This design comes from an exercise in tuning for a short achievable clock period and few clock cycles on the open sky130 flow, not from production work. RTL that was checked went through simulation tests only; none was proved equivalent to the original. Power is estimated from default activity; no workload was simulated.

==> inputs of wip/raven <==
// tlv_engine
module tlv_engine (
    input             clk,
    input             rst,
    input             req_valid,
    output            req_ready,
    input             req_write,
    input      [1:0]  req_space,    
    input      [15:0] req_addr,
    input      [63:0] req_wdata,
    output reg        rsp_valid,
    output reg [63:0] rsp_rdata
);
    localparam BUF_CAP = 32;
    localparam IW      = 6;
    localparam K_NONE = 4'd0, K_BOOL = 4'd1, K_INT = 4'd2,
               K_F32  = 4'd3, K_F64  = 4'd4, K_QUAL = 4'd5;
    localparam E_OK        = 8'h00, E_TYPE     = 8'h10, E_UNEG      = 8'h20,
               E_UBIG      = 8'h21, E_ACC      = 8'h23, E_RLEN      = 8'h24,
               E_RTS       = 8'h25, E_ACCW     = 8'h26, E_TAG       = 8'h30,
               E_TRUNC     = 8'h31, E_MALF     = 8'h32, E_INCOMPL   = 8'h33,
               E_EXTRA     = 8'h34, E_DISC     = 8'h35, E_BADLEN    = 8'h36,
               E_ILLEGAL   = 8'h50, E_CAP      = 8'h51;
    localparam OP_LENENC = 8'h01, OP_LENDEC = 8'h02, OP_TLVENC = 8'h03,
               OP_TLVDEC = 8'h04, OP_WRAP   = 8'h05,
               OP_BOOLENC = 8'h10, OP_BOOLDEC = 8'h11, OP_SINTENC = 8'h12,
               OP_SINTDEC = 8'h13, OP_UINTENC = 8'h14, OP_UINTDEC = 8'h15,
               OP_FLTENC  = 8'h16, OP_FLTDEC  = 8'h17,
               OP_QUALENC = 8'h20, OP_QUALDEC = 8'h21, OP_TSENC = 8'h22,
               OP_TSDEC   = 8'h23,
               OP_CLROUT  = 8'h30, OP_CLRST  = 8'h31, OP_MOVOI = 8'h32;
    localparam [7:0] SINGLE_DISC = 8'h08, DOUBLE_DISC = 8'h11;
    localparam X_BOOL = 0, X_SINT = 1, X_UINT = 2, X_F32 = 3, X_F64 = 4,
               X_QUAL = 5, X_TS = 6, X_LEN = 7, NX = 8;
    localparam D_BOOL = 0, D_SINT = 1, D_UINT = 2, D_F32 = 3, D_F64 = 4,
               D_QUAL = 5, D_TS = 6, ND = 7;
    integer i, k, x;
    reg [3:0]    opa_kind, opb_kind;
  ...
==> flow/config.mk <==
export PLATFORM = sky130hd
export DESIGN_NAME = tlv_engine
export DESIGN_NICKNAME = tlv_engine
export VERILOG_FILES = /design/flow/design.v
export SDC_FILE = /design/flow/constraint.sdc
export NUM_CORES = 4
export LEC_CHECK = 0
export CAP_MARGIN = 20
export CORE_MARGIN = 2
export CORE_UTILIZATION = 40
export SLEW_MARGIN = 20
==> flow/constraint.sdc <==
create_clock -name core_clock -period 12.0 [get_ports {clk}]
set_input_delay 2.4000 -clock core_clock [delete_from_list [all_inputs] [get_ports {clk}]]
set_output_delay 2.4000 -clock core_clock [all_outputs]
set_load 0.01 [all_outputs]
standard.sh (not shown) runs the stock make flow with config.mk's settings and CLKGATE_MAP_FILE= SYNTH_SCRIPT=/design/flow/synth_recipe.tcl, a recipe that flattens the netlist after the stock synthesis.
==> flow/flow/run.sh <==
#!/bin/bash
# Standard layout (the standard.sh: standard synthesis and ORFS steps),
# with the setup repair aiming for 8 ns of slack at the design's period.
set -euo pipefail
bash standard.sh SETUP_SLACK_MARGIN=8 finish > flow_make.log 2>&1
==> inputs of wip/xenon, as changes to wip/raven <==
==> flow/run.sh (new file) <==
#!/bin/bash
# synth_recipe.tcl (not shown) runs the flow's synth.tcl, then flattens the netlist and writes it again
# the make line also repeats each setting of config.mk as NAME=value (left out here)
make -C /OpenROAD-flow-scripts/flow DESIGN_CONFIG=/design/flow/config.mk WORK_HOME=/design/flow/orfs CLKGATE_MAP_FILE= SYNTH_SCRIPT=/design/flow/synth_recipe.tcl finish
- SETUP_SLACK_MARGIN: unset -> 5
removed: flow/flow/run.sh
removed: flow/standard.sh
==> comparison table <==
quantity	wip/xenon	wip/raven
GP Congestion	1.34	1.34
Width of the chip	527 microns	527 microns
Mapped Area	110000 sq um	110000 sq um
Area of placed instances	118000 sq um	119000 sq um
Number of warnings issued by yosys	20	20
DP Wirelength	846000 microns	798000 microns
Total instance count after detailed placement	18300	18300
Setup Fix Bufs, Post-CTS	1	387
Outcome	stopped before the end	stopped before the end
Stage where the flow stopped	global routing	global routing
Num CTS Buffers	148	146
Worst slack at placement	4.29 ns	4.19 ns
Number of gates given a new drive strength after cts	23	1616
Initial cell density of the core	0.401	0.401
Count of state elements after synthesis	1126	1126
Ys flop type	sky130_fd_sc_hd__dfxtp_1	sky130_fd_sc_hd__dfxtp_1
No run of this note included a check of the RTL's function; only the layout flow was run.


==> build 38: inputs <==
tlv_engine, a different RTL version from the one above (not shown whole).
export LEC_CHECK = 0
export CAP_MARGIN = 20
export CORE_MARGIN = 2
export CORE_UTILIZATION = 40
export SETUP_SLACK_MARGIN = 5
export SLEW_MARGIN = 20
create_clock -name core_clock -period 12.0 [get_ports {clk}]
run.sh (not shown) runs the stock make flow with config.mk's settings and CLKGATE_MAP_FILE= SYNTH_SCRIPT=/design/flow/synth_recipe.tcl, a recipe that flattens the netlist after the stock synthesis.
Stock flow here: none of the scripts above is used.
==> inputs of trial 30, as changes to build 38 <==
- SETUP_SLACK_MARGIN: 5 -> unset
==> summary of the runs <==
Of trial 30 and build 38, build 38 has the higher maximum frequency (gap about 30%, measured against build 38). Against build 38, the register-to-register slack of trial 30 is lower by 3.3 ns. Against trial 30, the combinational power of build 38 is higher by about 7%. Against trial 30, the first-iteration DRC count of build 38 is smaller by about 2%. Of trial 30 and build 38, build 38 has the higher global-route usage (gap 1.4 points). Die area is the same in build 38 and trial 30.
==> figures <==
Total power of the final layout: build 38 0.01121 W; trial 30 0.01093 W
Comb power frac: build 38 0.314; trial 30 0.302
Area of combinational cells with multiple inputs: build 38 53100 sq um; trial 30 50780 sq um
Reg-to-reg endpoint: build 38 eb[58]; trial 30 eb[4]
Area fraction of clock buffers and clock inverters: build 38 0.04255; trial 30 0.04443
Tightest Pin Transition: build 38 1.283 ns; trial 30 1.373 ns
Number of detailed-route iterations in the first pass: build 38 8; trial 30 9
Sequential portion of the cell area: build 38 0.2743; trial 30 0.2897
Internal power consumption: build 38 0.007147 W; trial 30 0.007015 W
Start point of the worst hold path: build 38 opb_val[30]; trial 30 opb_val[63]
Unrepaired setup endpoints after global routing: build 38 true; trial 30 false
Diode insertion count for antenna repair: build 38 11; trial 30 14
Run status: build 38 no timing/DRC/antenna violations; trial 30 no timing/DRC/antenna violations
Worst flop-to-flop path startpoint: build 38 opa_val[53]; trial 30 opa_val[52]
Testbench counts of build 38, summed over its fixed seeds: cycles 63,404.
Testbench counts of trial 30, summed over its fixed seeds: cycles 63,404.

-- what the ideal ports hide --
The results above use ideal ports. As a check the final layouts listed here were re-extracted and re-timed, cells and wires unchanged.
Step 1: set_driving_cell puts a clkbuf_16 on clk and a buf_2 on each other input, an assumption about the parent block.
Step 2 also shifts input and output timing later by t, the mid clock arrival at the registers, as if the neighbouring blocks saw the same clock.
Three values: ideal ports, drivers, drivers and shift; two values: the first two.
run	t, ns	setup slack, ns	hold slack, ns	worst setup path at the end	clock arrival spread, ns
build 38	0.879	3.914 / 3.914 / 3.914	0.449 / 0.449 / 0.449	register to register	0.071 / 0.071
trial 30	0.895	0.627 / 0.627 / 0.627	0.453 / 0.453 / 0.453	register to register	0.126 / 0.126
After both steps every run listed still meets setup and hold.
